From an optimization exercise on the open Yosys and OpenROAD flow, aimed at small area, a short achievable clock period and few clock cycles per item; shortcuts taken in it are not production practice. Function was checked by simulation only, so behaviour that the tests miss may differ from the original. Power and IR drop assume default switching activity.

Setup of v6:
// dds_freq_scaler
module dds_freq_scaler (
    input  wire        clk,
    input  wire        rst,                 
    input  wire        in_valid,
    output wire        in_ready,
    input  wire [47:0] in_q,
    input  wire [31:0] in_ref,
    output wire        out_valid,
    input  wire        out_ready,
    output wire [27:0] out_word,
    output reg  [1:0]  out_err
);
Settings: LEC_CHECK=0, CAP_MARGIN=20, CORE_MARGIN=2, CORE_UTILIZATION=50, CTS_BUF_LIST=sky130_fd_sc_hd__clkbuf_4 sky130_fd_sc_hd__clkbuf_8, SLEW_MARGIN=20; clock period 10.0 ns.
standard.sh (not shown) runs the stock make flow with config.mk's settings and CLKGATE_MAP_FILE= SYNTH_SCRIPT=/design/flow/synth_recipe.tcl, a recipe that flattens the netlist after the stock synthesis.
==> flow/flow/run.sh <==
#!/bin/bash
# Standard ORFS layout (the standard.sh), with two flow knobs changed:
#  - port buffers are buf_1 cells instead of the resizer's default pick;
set -euo pipefail
export BUFFER_PORTS_ARGS="-buffer_cell sky130_fd_sc_hd__buf_1"
export SETUP_SLACK_MARGIN="${SETUP_SLACK_MARGIN_OVERRIDE:-6.9}"
bash standard.sh > standard_flow.log 2>&1
Testbench counts of v6, summed over its fixed seeds: cycles 77,100, items 2,400.
[inputs] v7 vs v6
--- a/flow/design.v
+++ b/flow/design.v
@@ -3,28 +3,29 @@
     input  wire        rst,                 
     input  wire        in_valid,
     output wire        in_ready,
     input  wire [47:0] in_q,
     input  wire [31:0] in_ref,
     output wire        out_valid,
     input  wire        out_ready,
     output wire [27:0] out_word,
-    output reg  [1:0]  out_err
+    output wire [1:0]  out_err
 );
     reg         idle;                       
     reg         busy;                       
     reg         fin;                        
     reg         outv;                       
     reg  [4:0]  cnt;
     reg  [31:0] r;                          
     reg  [32:0] rem;                        
     reg         rem_sg;                     
     reg  [28:0] sr;                         
     reg         bad;                        
+    reg         err2;                       
     wire        sub   = ~rem[32];
     wire        sub_h = ~rem_sg;
     wire [32:0] t     = {rem[31:0], sr[28]};
     wire [32:0] a_b   = {{17{sub_h}}, {16{sub}}} ^ {1'b0, r};
     wire [32:0] a_p   = t ^ a_b;
     wire [32:0] a_g   = {t[32:1] & a_b[32:1], (t[0] & a_b[0]) | (a_p[0] & sub)};
     wire [33:0] a_c;
     assign a_c[0] = sub;
@@ -198,16 +199,17 @@
     wire        stop  = bad | sr[0];        
     wire [27:0] a     = sr[28:1];
     wire        rnd   = sr[0];
     wire        ref0  = (r == 32'd0);
     wire        ld    = ~(busy | fin | outv);    
     assign in_ready  = idle;
     assign out_valid = outv;
     assign out_word  = sr[28:1];
+    assign out_err   = {err2, bad};
     always @(posedge clk) begin
         if (rst) begin
             idle <= 1'b1;
             busy <= 1'b0;
             fin  <= 1'b0;
             outv <= 1'b0;
         end else begin
             if (idle && in_valid) begin
@@ -233,24 +235,20 @@
         rem    <= busy ? rnew : {3'b000, in_q[46:17]};
         rem_sg <= busy ? rnew[32] : in_q[47];
         if (!busy)
             r  <= in_ref;
         if (ld)
             bad <= in_q[47];
         else if (busy && second)
             bad <= stop;
+        else if (fin)
+            bad <= ~ref0 & (bad | (&a & rnd));
         if (ld)
             sr <= {in_q[16:0], 12'd0};
         else if (busy)
             sr <= {sr[27:0], q_bit};
         else                                
             sr[28:1] <= (fin & bad) ? 28'd0 : a + {27'd0, fin & rnd};
-        if (fin) begin
-            if (ref0)
-                out_err <= 2'd2;
-            else if (bad | (&a & rnd))
-                out_err <= 2'd1;
-            else
-                out_err <= 2'd0;
-        end
+        if (fin)
+            err2 <= ref0;
     end
 endmodule
Notes after the runs:
v6 | stages: all done | timing, DRC, antenna: all pass
v7 ran to completion and came out clean on the timing, design-rule and antenna checks.
Row depth of the worst hold-timing path: v7 higher / v6 lower
Minimum clock period: v6 vs v7, no meaningful difference
From v6 to v7 the numbers moved as follows: post-place setup slack went down 0.20 ns; worst setup slack held; first-iteration DRC count went down 37%.
Diff v7..v6 | clock slew at the register clock pins of the worst setup and hold paths | negligible
Sequential share of cell area was higher in v6 than in v7.
The final area in v7 sits 36 um2 below the value recorded for v6.
NOTE: die area in v7 falls short of that of v6
Summary of the comparison: non-clock buffer count is lower in v7, relative to v6.
v7 vs v6: part of the total power dissipated in the clock network up in v7
Testbench counts of v7, summed over its fixed seeds: cycles 77,100, items 2,400.

Starting RTL as in the previous note.
export LEC_CHECK = 0
export CAP_MARGIN = 20
export CORE_MARGIN = 2
export CORE_UTILIZATION = 60
export CTS_BUF_LIST = sky130_fd_sc_hd__clkbuf_4 sky130_fd_sc_hd__clkbuf_8
export SLEW_MARGIN = 20
create_clock -name core_clock -period 10.0 [get_ports {clk}]
Scripts as last shown in full above: flow/flow/run.sh
Testbench counts at the start, summed over its fixed seeds: cycles 77,100, items 2,400.
Edit:
--- a/flow/design.v
+++ b/flow/design.v
@@ -5,24 +5,25 @@
     output wire        in_ready,
     input  wire [47:0] in_q,
     input  wire [31:0] in_ref,
     output wire        out_valid,
     input  wire        out_ready,
     output wire [27:0] out_word,
-    output reg  [1:0]  out_err
+    output wire [1:0]  out_err
 );
     reg         idle;                       
     reg         busy;                       
     reg         fin;                        
     reg         outv;                       
     reg  [4:0]  cnt;
     reg  [31:0] r;                          
     reg  [32:0] rem;                        
     reg         rem_sg;                     
     reg  [28:0] sr;                         
     reg         bad;                        
+    reg         err2;                       
     wire        sub   = ~rem[32];
     wire        sub_h = ~rem_sg;
     wire [32:0] t     = {rem[31:0], sr[28]};
     wire [32:0] a_b   = {{17{sub_h}}, {16{sub}}} ^ {1'b0, r};
     wire [32:0] a_p   = t ^ a_b;
     wire [32:0] a_g   = {t[32:1] & a_b[32:1], (t[0] & a_b[0]) | (a_p[0] & sub)};
@@ -200,12 +201,13 @@
     wire        rnd   = sr[0];
     wire        ref0  = (r == 32'd0);
     wire        ld    = ~(busy | fin | outv);    
     assign in_ready  = idle;
     assign out_valid = outv;
     assign out_word  = sr[28:1];
+    assign out_err   = {err2, bad};
     always @(posedge clk) begin
         if (rst) begin
             idle <= 1'b1;
             busy <= 1'b0;
             fin  <= 1'b0;
             outv <= 1'b0;
@@ -235,22 +237,18 @@
         if (!busy)
             r  <= in_ref;
         if (ld)
             bad <= in_q[47];
         else if (busy && second)
             bad <= stop;
+        else if (fin)
+            bad <= ~ref0 & (bad | (&a & rnd));
         if (ld)
             sr <= {in_q[16:0], 12'd0};
         else if (busy)
             sr <= {sr[27:0], q_bit};
         else                                
             sr[28:1] <= (fin & bad) ? 28'd0 : a + {27'd0, fin & rnd};
-        if (fin) begin
-            if (ref0)
-                out_err <= 2'd2;
-            else if (bad | (&a & rnd))
-                out_err <= 2'd1;
-            else
-                out_err <= 2'd0;
-        end
+        if (fin)
+            err2 <= ref0;
     end
 endmodule
Via count increases slightly.
First-iteration DRC count increases by about a fifth.
Global-route usage increases by 1.6 points.
Area after synthesis decreases slightly.
Cell area decreases slightly.
Count of clock-buffer cells in the layout is unchanged.
Total power hardly moves.
Routed wire length increases by a little under a tenth.
Non-clock buffer count decreases by 3.
Final cell count decreases slightly.
Worst hold slack is better by 11 ps.
Sequential power increases by a few percent.
Clock skew decreases by 8.2 ps.
Testbench counts after the change, summed over its fixed seeds: cycles 77,100, items 2,400.

what the ideal ports hide:
How much do the figures lean on ideal ports? The routed layouts below were timed once more, with nothing changed but the port constraints.
Step 1 (the two cells are an assumption about what drives the block):
set clk [get_ports {clk}]
set_driving_cell -lib_cell sky130_fd_sc_hd__clkbuf_16 $clk
set_driving_cell -lib_cell sky130_fd_sc_hd__buf_2 [delete_from_list [all_inputs] $clk]
Step 2 adds t to the input delays and takes it off the output delays; t is the mean of the earliest and latest rising clock arrival at the registers after step 1. Input paths then give back, and output paths get back, about the clock's delay inside the block.
a / b / c = no drivers / after step 1 / after step 2; a / b = the first two.
run	t (ns)	slack for setup (ns)	worst hold slack (ns)
v6	0.409	6.977 / 6.944 / 7.074	0.490 / 0.490 / 0.490
v7	0.416	6.975 / 6.945 / 7.016	0.478 / 0.478 / 0.478
the first run of note 2	0.407	6.948 / 6.916 / 6.995	0.470 / 0.470 / 0.470
the second run of note 2	0.401	6.963 / 6.931 / 6.983	0.481 / 0.481 / 0.481
After both steps every run listed still meets setup and hold.
